This is an optimization exercise on Yosys and OpenROAD, whose aim is small area, a short achievable clock period and few clock cycles, not a production implementation. Only simulation tests tie the RTL to the original design; equivalence was not proved.

==> job 6317 <==
## dkc
module dkc (
    input  wire        clk,
    input  wire        rst_n,         
    input  wire        host_we,
    input  wire        host_re,
    input  wire [8:0]  host_addr,
    input  wire [7:0]  host_wdata,
    output reg  [7:0]  host_rdata,    
    input  wire        cmd_valid,
    input  wire [15:0] cmd_word,
    output reg         rsp_valid,     
    output wire [7:0]  rsp_status
);
    localparam integer RPC = 2;                
    localparam integer NC  = 16 / RPC;         
    localparam integer CW  = (NC > 8) ? 4 : (NC > 4) ? 3 : (NC > 2) ? 2 : 1;
    localparam [3:0] OP_KEXP = 4'h1, OP_TENC = 4'h2, OP_TDEC = 4'h3,
                     OP_XOR  = 4'h4, OP_MSKI = 4'h5, OP_MSKR = 4'h6,
                     OP_IPEK = 4'h7, OP_SKR  = 4'h8, OP_DTK  = 4'h9;
    localparam [2:0] E_OK = 3'd0, E_KEYLEN = 3'd1, E_BLKLEN = 3'd2,
                     E_MISMATCH = 3'd3, E_KSNLEN = 3'd5, E_ILLEGAL = 3'd6;
    localparam [63:0] IPEK_VARIANT  = 64'hC0C0C0C0_00000000;
    localparam [63:0] ROUND_VARIANT = 64'hFFFFFFFF_00000000;
    localparam [63:0] ROUND_KSN_AND = 64'hFFFFFFFF_FFE00000;
    localparam integer S_IDLE = 0, S_RDA = 1, S_RDB = 2, S_LD = 3, S_RUN = 4, S_WR = 5;
    localparam [511:0] IP_T = {
        8'd58, 8'd50, 8'd42, 8'd34, 8'd26, 8'd18, 8'd10, 8'd2,
        8'd60, 8'd52, 8'd44, 8'd36, 8'd28, 8'd20, 8'd12, 8'd4,
        8'd62, 8'd54, 8'd46, 8'd38, 8'd30, 8'd22, 8'd14, 8'd6,
        8'd64, 8'd56, 8'd48, 8'd40, 8'd32, 8'd24, 8'd16, 8'd8,
        8'd57, 8'd49, 8'd41, 8'd33, 8'd25, 8'd17, 8'd9, 8'd1,
        8'd59, 8'd51, 8'd43, 8'd35, 8'd27, 8'd19, 8'd11, 8'd3,
        8'd61, 8'd53, 8'd45, 8'd37, 8'd29, 8'd21, 8'd13, 8'd5,
        8'd63, 8'd55, 8'd47, 8'd39, 8'd31, 8'd23, 8'd15, 8'd7
    };
    localparam [511:0] FP_T = {
        8'd40, 8'd8, 8'd48, 8'd16, 8'd56, 8'd24, 8'd64, 8'd32,
        8'd39, 8'd7, 8'd47, 8'd15, 8'd55, 8'd23, 8'd63, 8'd31,
        8'd38, 8'd6, 8'd46, 8'd14, 8'd54, 8'd22, 8'd62, 8'd30,
  ...
Settings: LEC_CHECK=0, CAP_MARGIN=40, CORE_MARGIN=2, CORE_UTILIZATION=50, SETUP_SLACK_MARGIN=3.3, SLEW_MARGIN=40, TNS_END_PERCENT=0; clock period 8.0 ns.
standard.sh (not shown) runs the stock make flow with config.mk's settings and CLKGATE_MAP_FILE= SYNTH_SCRIPT=/design/flow/synth_recipe.tcl, a recipe that flattens the netlist after the stock synthesis.
==> flow/flow/run.sh <==
#!/bin/bash
# Layout flow: the standard flow (standard.sh) with one change.  The
# half- and full-adder cells are kept out of synthesis: otherwise Yosys's
# extract_fa fixes slow ha/fa cells into the DES S-box logic before ABC maps
# it.  Everything else (synthesis script, floorplan, power grid, placement,
# CTS, routing) is the standard flow's.
set -euo pipefail
cat >> config.mk <<'EOC'
export DONT_USE_CELLS += sky130_fd_sc_hd__ha_1 sky130_fd_sc_hd__ha_2 sky130_fd_sc_hd__ha_4 sky130_fd_sc_hd__fa_1 sky130_fd_sc_hd__fa_2 sky130_fd_sc_hd__fa_4
EOC
bash standard.sh > standard_flow.log 2>&1
==> job 4665: changes against job 6317 <==
--- a/flow/design.v
+++ b/flow/design.v
@@ -336,73 +336,61 @@
         8'd1, 8'd15, 8'd23, 8'd26, 8'd5, 8'd18, 8'd31, 8'd10,
         8'd2, 8'd8, 8'd24, 8'd14, 8'd32, 8'd27, 8'd3, 8'd9,
         8'd19, 8'd13, 8'd30, 8'd6, 8'd22, 8'd11, 8'd4, 8'd25
     };
     wire [31:0] s_out;
     dkc_des_sboxes u_s (.x(x), .y(s_out));
     dkc_perm #(.N_IN(32), .N_OUT(32), .TABLE(P_T)) u_p (.x(s_out), .y(f));
 endmodule
+module dkc_ksel (
+    input  wire        dir,
+    input  wire [2:0]  c,
+    output reg  [1:0]  sel
+);
+    always @(*) begin
+        sel = 2'd0;
+        case ({dir, c})
+            4'd0: sel = 2'b00;
+            4'd1: sel = 2'b11;
+            4'd2: sel = 2'b11;
+            4'd3: sel = 2'b01;
+            4'd4: sel = 2'b11;
+            4'd5: sel = 2'b11;
+            4'd6: sel = 2'b11;
+            4'd7: sel = 2'b00;
+            4'd8: sel = 2'b11;
+            4'd9: sel = 2'b00;
+            4'd10: sel = 2'b00;
+            4'd11: sel = 2'b10;
+            4'd12: sel = 2'b00;
+            4'd13: sel = 2'b00;
+            4'd14: sel = 2'b00;
+            4'd15: sel = 2'b01;
+            default: sel = 2'd0;
+        endcase
+    end
+endmodule
 module dkc_ksched (
     input  wire [55:0]     cd,
     input  wire            dir,
-    input  wire [2:0]      c,
+    input  wire [1:0]      sel,
     output wire [95:0]    ks,
     output wire [55:0]     cd_rot
 );
     localparam [383:0] PC2_T = {
         8'd14, 8'd17, 8'd11, 8'd24, 8'd1, 8'd5, 8'd3, 8'd28, 8'd15, 8'd6, 8'd21, 8'd10, 8'd23, 8'd19, 8'd12, 8'd4, 8'd26, 8'd8, 8'd16, 8'd7, 8'd27, 8'd20, 8'd13, 8'd2, 8'd41, 8'd52, 8'd31, 8'd37, 8'd47, 8'd55, 8'd30, 8'd40, 8'd51, 8'd45, 8'd33, 8'd48, 8'd44, 8'd49, 8'd39, 8'd56, 8'd34, 8'd53, 8'd46, 8'd42, 8'd50, 8'd36, 8'd29, 8'd32
     };
     wire [47:0] k0;
     dkc_perm #(.N_IN(56), .N_OUT(48), .TABLE(PC2_T)) u_pc2_0 (.x(cd), .y(k0));
-    reg cdr1_sel;
-    always @(*)
-        case ({dir, c})
-            4'd0: cdr1_sel = 1'b0;
-            4'd1: cdr1_sel = 1'b1;
-            4'd2: cdr1_sel = 1'b1;
-            4'd3: cdr1_sel = 1'b1;
-            4'd4: cdr1_sel = 1'b1;
-            4'd5: cdr1_sel = 1'b1;
-            4'd6: cdr1_sel = 1'b1;
-            4'd7: cdr1_sel = 1'b0;
-            4'd8: cdr1_sel = 1'b1;
-            4'd9: cdr1_sel = 1'b0;
-            4'd10: cdr1_sel = 1'b0;
-            4'd11: cdr1_sel = 1'b0;
-            4'd12: cdr1_sel = 1'b0;
-            4'd13: cdr1_sel = 1'b0;
-            4'd14: cdr1_sel = 1'b0;
-            4'd15: cdr1_sel = 1'b1;
-            default: cdr1_sel = 1'b0;
-        endcase
-    wire [55:0] cdr1_t = cdr1_sel ? {{cd[28:28], cd[55:29]}, {cd[0:0], cd[27:1]}} : {{cd[29:28], cd[55:30]}, {cd[1:0], cd[27:2]}};
+    wire [55:0] cdr1_t = sel[0] ? {{cd[28:28], cd[55:29]}, {cd[0:0], cd[27:1]}} : {{cd[29:28], cd[55:30]}, {cd[1:0], cd[27:2]}};
     wire [55:0] cdr1 = dir ? cdr1_t : {{cdr1_t[52:28], cdr1_t[55:53]}, {cdr1_t[24:0], cdr1_t[27:25]}};
     wire [47:0] k1;
     dkc_perm #(.N_IN(56), .N_OUT(48), .TABLE(PC2_T)) u_pc2_1 (.x(cdr1), .y(k1));
-    reg nxt_sel;
-    always @(*)
-        case ({dir, c})
-            4'd0: nxt_sel = 1'b0;
-            4'd1: nxt_sel = 1'b1;
-            4'd2: nxt_sel = 1'b1;
-            4'd3: nxt_sel = 1'b0;
-            4'd4: nxt_sel = 1'b1;
-            4'd5: nxt_sel = 1'b1;
-            4'd6: nxt_sel = 1'b1;
-            4'd8: nxt_sel = 1'b1;
-            4'd9: nxt_sel = 1'b0;
-            4'd10: nxt_sel = 1'b0;
-            4'd11: nxt_sel = 1'b1;
-            4'd12: nxt_sel = 1'b0;
-            4'd13: nxt_sel = 1'b0;
-            4'd14: nxt_sel = 1'b0;
-            default: nxt_sel = 1'b0;
-        endcase
-    wire [55:0] nxt_t = nxt_sel ? {{cd[30:28], cd[55:31]}, {cd[2:0], cd[27:3]}} : {{cd[31:28], cd[55:32]}, {cd[3:0], cd[27:4]}};
+    wire [55:0] nxt_t = sel[1] ? {{cd[30:28], cd[55:31]}, {cd[2:0], cd[27:3]}} : {{cd[31:28], cd[55:32]}, {cd[3:0], cd[27:4]}};
     wire [55:0] nxt = dir ? nxt_t : {{nxt_t[48:28], nxt_t[55:49]}, {nxt_t[20:0], nxt_t[27:21]}};
     assign cd_rot = nxt;
     assign ks = {k0, k1};
 endmodule
 module dkc (
     input  wire        clk,
     input  wire        rst_n,         
     input  wire        host_we,
@@ -604,17 +592,16 @@
         for (bb = 0; bb < 24; bb = bb + 1)
             xor_keep[(23-bb)*8 +: 8] = (bb < a_len) ? 8'hFF : 8'h00;
     wire [191:0] xor_res  = (a_data ^ b_data) & xor_keep;
     wire [191:0] kexp_res = a_is_16 ? {a_data[191:64], a_data[191:128]} : a_data;
     wire run       = st[S_RUN];
     wire last_cyc  = (cyc == NC - 1);
     wire des_end   = run && last_cyc && pass == 2'd2;
     wire fold_rst  = des_end && fold_op && !lastf_q;      
-    wire dir       = dec0 ^ (pass == 2'd1);
     reg run_mid_q, pass_end_q, des_end_q, fold_rst_q;
     wire ld_q = st[S_LD];     
     wire pre_last = run && cyc == NC - 2;
     always @(posedge clk) begin
         if (!rst_n) begin
             run_mid_q  <= 1'b0;
             pass_end_q <= 1'b0;
             des_end_q  <= 1'b0;
@@ -624,18 +611,31 @@
             pass_end_q <= pre_last && pass != 2'd2;
             des_end_q  <= pre_last && pass == 2'd2;
             fold_rst_q <= pre_last && pass == 2'd2 && fold_op && !lastf_q;
         end
     end
     wire [63:0] variant = vsel ? IPEK_VARIANT : ROUND_VARIANT;
     wire [RPC*48-1:0] ksa, ksb;
     wire [55:0] cda_rot, cdb_rot;
-    dkc_ksched u_ksa (.cd(cda), .dir(dir), .c(cyc), .ks(ksa), .cd_rot(cda_rot));
-    dkc_ksched u_ksb (.cd(cdb), .dir(dir), .c(cyc), .ks(ksb), .cd_rot(cdb_rot));
+    wire [CW-1:0] cyc_n  = ld_q ? {CW{1'b0}} :
+                           run ? (last_cyc ? {CW{1'b0}} : cyc + 1'b1) : cyc;
+    wire [1:0]    pass_n = ld_q ? 2'd0 :
+                           run ? (pass_end_q ? pass + 2'd1 : des_end_q ? 2'd0 : pass) : pass;
+    wire          dir_n  = dec0 ^ (pass_n == 2'd1);
+    wire [RPC-1:0] ksel_n;
+    dkc_ksel u_ksel (.dir(dir_n), .c(cyc_n), .sel(ksel_n));
+    reg  [RPC-1:0] ksel_q;
+    reg            kdir_q;
+    always @(posedge clk) begin
+        ksel_q <= ksel_n;
+        kdir_q <= dir_n;
+    end
+    dkc_ksched u_ksa (.cd(cda), .dir(kdir_q), .sel(ksel_q), .ks(ksa), .cd_rot(cda_rot));
+    dkc_ksched u_ksb (.cd(cdb), .dir(kdir_q), .sel(ksel_q), .ks(ksb), .cd_rot(cdb_rot));
     wire [63:0] k3 = a_is_16 ? cur[127:64] : blk;    
     reg  [63:0] key_ld;
     reg         dir_ld;
     always @(*) begin
         if (ld_q) begin
             key_ld = dec0 ? k3 : cur[127:64];
             dir_ld = dec0;
         end else if (pass == 2'd0) begin
==> flow/config.mk (replaced) <==
export PLATFORM = sky130hd
export DESIGN_NAME = dkc
export DESIGN_NICKNAME = dkc
export VERILOG_FILES = /design/flow/design.v
export SDC_FILE = /design/flow/constraint.sdc
export NUM_CORES = 8
export LEC_CHECK = 0
export ABC_AREA = 1
export CAP_MARGIN = 40
export CORE_MARGIN = 2
export CORE_UTILIZATION = 45
export CTS_BUF_LIST = sky130_fd_sc_hd__clkbuf_8
export SETUP_SLACK_MARGIN = 4.2
export SLEW_MARGIN = 40
export TNS_END_PERCENT = 0
export DONT_USE_CELLS += sky130_fd_sc_hd__ha_1 sky130_fd_sc_hd__ha_2 sky130_fd_sc_hd__ha_4 sky130_fd_sc_hd__fa_1 sky130_fd_sc_hd__fa_2 sky130_fd_sc_hd__fa_4
==> job 5951: changes against job 6317 <==
--- a/flow/design.v
+++ b/flow/design.v
@@ -336,73 +336,61 @@
         8'd1, 8'd15, 8'd23, 8'd26, 8'd5, 8'd18, 8'd31, 8'd10,
         8'd2, 8'd8, 8'd24, 8'd14, 8'd32, 8'd27, 8'd3, 8'd9,
         8'd19, 8'd13, 8'd30, 8'd6, 8'd22, 8'd11, 8'd4, 8'd25
     };
     wire [31:0] s_out;
     dkc_des_sboxes u_s (.x(x), .y(s_out));
     dkc_perm #(.N_IN(32), .N_OUT(32), .TABLE(P_T)) u_p (.x(s_out), .y(f));
 endmodule
+module dkc_ksel (
+    input  wire        dir,
+    input  wire [2:0]  c,
+    output reg  [1:0]  sel
+);
+    always @(*) begin
+        sel = 2'd0;
+        case ({dir, c})
+            4'd0: sel = 2'b00;
+            4'd1: sel = 2'b11;
+            4'd2: sel = 2'b11;
+            4'd3: sel = 2'b01;
+            4'd4: sel = 2'b11;
+            4'd5: sel = 2'b11;
+            4'd6: sel = 2'b11;
+            4'd7: sel = 2'b00;
+            4'd8: sel = 2'b11;
+            4'd9: sel = 2'b00;
+            4'd10: sel = 2'b00;
+            4'd11: sel = 2'b10;
+            4'd12: sel = 2'b00;
+            4'd13: sel = 2'b00;
+            4'd14: sel = 2'b00;
+            4'd15: sel = 2'b01;
+            default: sel = 2'd0;
+        endcase
+    end
+endmodule
 module dkc_ksched (
     input  wire [55:0]     cd,
     input  wire            dir,
-    input  wire [2:0]      c,
+    input  wire [1:0]      sel,
     output wire [95:0]    ks,
     output wire [55:0]     cd_rot
 );
     localparam [383:0] PC2_T = {
         8'd14, 8'd17, 8'd11, 8'd24, 8'd1, 8'd5, 8'd3, 8'd28, 8'd15, 8'd6, 8'd21, 8'd10, 8'd23, 8'd19, 8'd12, 8'd4, 8'd26, 8'd8, 8'd16, 8'd7, 8'd27, 8'd20, 8'd13, 8'd2, 8'd41, 8'd52, 8'd31, 8'd37, 8'd47, 8'd55, 8'd30, 8'd40, 8'd51, 8'd45, 8'd33, 8'd48, 8'd44, 8'd49, 8'd39, 8'd56, 8'd34, 8'd53, 8'd46, 8'd42, 8'd50, 8'd36, 8'd29, 8'd32
     };
     wire [47:0] k0;
     dkc_perm #(.N_IN(56), .N_OUT(48), .TABLE(PC2_T)) u_pc2_0 (.x(cd), .y(k0));
-    reg cdr1_sel;
-    always @(*)
-        case ({dir, c})
-            4'd0: cdr1_sel = 1'b0;
-            4'd1: cdr1_sel = 1'b1;
-            4'd2: cdr1_sel = 1'b1;
-            4'd3: cdr1_sel = 1'b1;
-            4'd4: cdr1_sel = 1'b1;
-            4'd5: cdr1_sel = 1'b1;
-            4'd6: cdr1_sel = 1'b1;
-            4'd7: cdr1_sel = 1'b0;
-            4'd8: cdr1_sel = 1'b1;
-            4'd9: cdr1_sel = 1'b0;
-            4'd10: cdr1_sel = 1'b0;
-            4'd11: cdr1_sel = 1'b0;
-            4'd12: cdr1_sel = 1'b0;
-            4'd13: cdr1_sel = 1'b0;
-            4'd14: cdr1_sel = 1'b0;
-            4'd15: cdr1_sel = 1'b1;
-            default: cdr1_sel = 1'b0;
-        endcase
-    wire [55:0] cdr1_t = cdr1_sel ? {{cd[28:28], cd[55:29]}, {cd[0:0], cd[27:1]}} : {{cd[29:28], cd[55:30]}, {cd[1:0], cd[27:2]}};
+    wire [55:0] cdr1_t = sel[0] ? {{cd[28:28], cd[55:29]}, {cd[0:0], cd[27:1]}} : {{cd[29:28], cd[55:30]}, {cd[1:0], cd[27:2]}};
     wire [55:0] cdr1 = dir ? cdr1_t : {{cdr1_t[52:28], cdr1_t[55:53]}, {cdr1_t[24:0], cdr1_t[27:25]}};
     wire [47:0] k1;
     dkc_perm #(.N_IN(56), .N_OUT(48), .TABLE(PC2_T)) u_pc2_1 (.x(cdr1), .y(k1));
-    reg nxt_sel;
-    always @(*)
-        case ({dir, c})
-            4'd0: nxt_sel = 1'b0;
-            4'd1: nxt_sel = 1'b1;
-            4'd2: nxt_sel = 1'b1;
-            4'd3: nxt_sel = 1'b0;
-            4'd4: nxt_sel = 1'b1;
-            4'd5: nxt_sel = 1'b1;
-            4'd6: nxt_sel = 1'b1;
-            4'd8: nxt_sel = 1'b1;
-            4'd9: nxt_sel = 1'b0;
-            4'd10: nxt_sel = 1'b0;
-            4'd11: nxt_sel = 1'b1;
-            4'd12: nxt_sel = 1'b0;
-            4'd13: nxt_sel = 1'b0;
-            4'd14: nxt_sel = 1'b0;
-            default: nxt_sel = 1'b0;
-        endcase
-    wire [55:0] nxt_t = nxt_sel ? {{cd[30:28], cd[55:31]}, {cd[2:0], cd[27:3]}} : {{cd[31:28], cd[55:32]}, {cd[3:0], cd[27:4]}};
+    wire [55:0] nxt_t = sel[1] ? {{cd[30:28], cd[55:31]}, {cd[2:0], cd[27:3]}} : {{cd[31:28], cd[55:32]}, {cd[3:0], cd[27:4]}};
     wire [55:0] nxt = dir ? nxt_t : {{nxt_t[48:28], nxt_t[55:49]}, {nxt_t[20:0], nxt_t[27:21]}};
     assign cd_rot = nxt;
     assign ks = {k0, k1};
 endmodule
 module dkc (
     input  wire        clk,
     input  wire        rst_n,         
     input  wire        host_we,
@@ -604,17 +592,16 @@
         for (bb = 0; bb < 24; bb = bb + 1)
             xor_keep[(23-bb)*8 +: 8] = (bb < a_len) ? 8'hFF : 8'h00;
     wire [191:0] xor_res  = (a_data ^ b_data) & xor_keep;
     wire [191:0] kexp_res = a_is_16 ? {a_data[191:64], a_data[191:128]} : a_data;
     wire run       = st[S_RUN];
     wire last_cyc  = (cyc == NC - 1);
     wire des_end   = run && last_cyc && pass == 2'd2;
     wire fold_rst  = des_end && fold_op && !lastf_q;      
-    wire dir       = dec0 ^ (pass == 2'd1);
     reg run_mid_q, pass_end_q, des_end_q, fold_rst_q;
     wire ld_q = st[S_LD];     
     wire pre_last = run && cyc == NC - 2;
     always @(posedge clk) begin
         if (!rst_n) begin
             run_mid_q  <= 1'b0;
             pass_end_q <= 1'b0;
             des_end_q  <= 1'b0;
@@ -624,18 +611,31 @@
             pass_end_q <= pre_last && pass != 2'd2;
             des_end_q  <= pre_last && pass == 2'd2;
             fold_rst_q <= pre_last && pass == 2'd2 && fold_op && !lastf_q;
         end
     end
     wire [63:0] variant = vsel ? IPEK_VARIANT : ROUND_VARIANT;
     wire [RPC*48-1:0] ksa, ksb;
     wire [55:0] cda_rot, cdb_rot;
-    dkc_ksched u_ksa (.cd(cda), .dir(dir), .c(cyc), .ks(ksa), .cd_rot(cda_rot));
-    dkc_ksched u_ksb (.cd(cdb), .dir(dir), .c(cyc), .ks(ksb), .cd_rot(cdb_rot));
+    wire [CW-1:0] cyc_n  = ld_q ? {CW{1'b0}} :
+                           run ? (last_cyc ? {CW{1'b0}} : cyc + 1'b1) : cyc;
+    wire [1:0]    pass_n = ld_q ? 2'd0 :
+                           run ? (pass_end_q ? pass + 2'd1 : des_end_q ? 2'd0 : pass) : pass;
+    wire          dir_n  = dec0 ^ (pass_n == 2'd1);
+    wire [RPC-1:0] ksel_n;
+    dkc_ksel u_ksel (.dir(dir_n), .c(cyc_n), .sel(ksel_n));
+    reg  [RPC-1:0] ksel_q;
+    reg            kdir_q;
+    always @(posedge clk) begin
+        ksel_q <= ksel_n;
+        kdir_q <= dir_n;
+    end
+    dkc_ksched u_ksa (.cd(cda), .dir(kdir_q), .sel(ksel_q), .ks(ksa), .cd_rot(cda_rot));
+    dkc_ksched u_ksb (.cd(cdb), .dir(kdir_q), .sel(ksel_q), .ks(ksb), .cd_rot(cdb_rot));
     wire [63:0] k3 = a_is_16 ? cur[127:64] : blk;    
     reg  [63:0] key_ld;
     reg         dir_ld;
     always @(*) begin
         if (ld_q) begin
             key_ld = dec0 ? k3 : cur[127:64];
             dir_ld = dec0;
         end else if (pass == 2'd0) begin
==> flow/config.mk (replaced) <==
export PLATFORM = sky130hd
export DESIGN_NAME = dkc
export DESIGN_NICKNAME = dkc
export VERILOG_FILES = /design/flow/design.v
export SDC_FILE = /design/flow/constraint.sdc
export NUM_CORES = 8
export LEC_CHECK = 0
export ABC_AREA = 1
export CAP_MARGIN = 40
export CORE_MARGIN = 2
export CORE_UTILIZATION = 50
export CTS_BUF_LIST = sky130_fd_sc_hd__clkbuf_8
export SETUP_SLACK_MARGIN = 4.5
export SLEW_MARGIN = 40
export TNS_END_PERCENT = 0
export DONT_USE_CELLS += sky130_fd_sc_hd__ha_1 sky130_fd_sc_hd__ha_2 sky130_fd_sc_hd__ha_4 sky130_fd_sc_hd__fa_1 sky130_fd_sc_hd__fa_2 sky130_fd_sc_hd__fa_4
==> qor summary <==
	job 5951	job 4665	job 6317
Result of the run	timing/DRC/antenna clean	timing/DRC/antenna clean	timing/DRC/antenna clean
Leading cell type by number of instances after synthesis	sky130_fd_sc_hd__nand2_1	sky130_fd_sc_hd__nand2_1	sky130_fd_sc_hd__edfxtp_1
Number of gates resized after cts	608	464	268
Setup slack after placement	1.38 ns	1.27 ns	1.39 ns
Clock buffer count from CTS	359	356	211
Wire per inst	37.8 um	37.7 um	41.3 um
Detail-routed via count per cell	6.92	6.58	7.50
Global routing usage summed across all routing layers	53.9%	49.8%	49.0%
Overall die height	484 um	510 um	487 um
Biggest cell delay along the critical path	0.56 ns	0.56 ns	0.66 ns
Total number of multi-input combinational cells	9,732	9,729	7,927
Complex-gate fraction of the synthesized area	14.7%	14.7%	22.1%
Area share of buffers outside the clock network	5.56%	4.65%	6.04%
Met3 Wirelength	119,000 um	100,000 um	93,000 um
Multi-input combinational cell area	0.0547 mm2	0.0528 mm2	0.0578 mm2
Clock tree buffer depth	4	4	3
Combined buffer and inverter count along the critical path	2	5	3
Number of unique standard cell types used by synthesis	71	71	108
Vias in the first global route	107,000	105,000	96,600
FF-to-FF End	cda[20]	buf_data[516]	cur[48]
Fmax	255 MHz	240 MHz	194 MHz
Clock transition time at the flip-flop clock pins of the worst setup and hold paths	0.06 ns	0.06 ns	0.07 ns
Testbench counts of job 6317, summed over its fixed seeds: cycles 42,949.
Testbench counts of job 4665, summed over its fixed seeds: cycles 42,949.
Testbench counts of job 5951, summed over its fixed seeds: cycles 42,949.

[what the ideal ports hide]
Ports are ideal in the flow. The routed layouts listed here were re-timed in OpenROAD.
Step 1: set_driving_cell puts a clkbuf_16 on clk and a buf_2 on each other input, an assumption about the parent block.
Step 2 moves the port delays by t, midway between the first and last clock arrival at a register: inputs arrive t later, outputs are due t later. That takes back most of the time a late clock gives input paths.
Three values: ideal ports, drivers, drivers and shift; two values: the first two.
run | shift t [ns] | setup slack, ns | worst register clock-pin slew, ns
job 6317 | 0.991 | 2.849 / 2.849 / 2.141 | 0.08 / 0.08
job 4665 | 1.140 | 3.826 / 3.826 / 2.850 | 0.08 / 0.08
job 5951 | 1.212 | 4.083 / 3.976 / 2.764 | 0.09 / 0.09
After both steps setup and hold are still met in every run listed. For job 5951, which loses most, drivers alone change the setup slack by -0.107 ns; drivers and shift together by -1.319 ns.
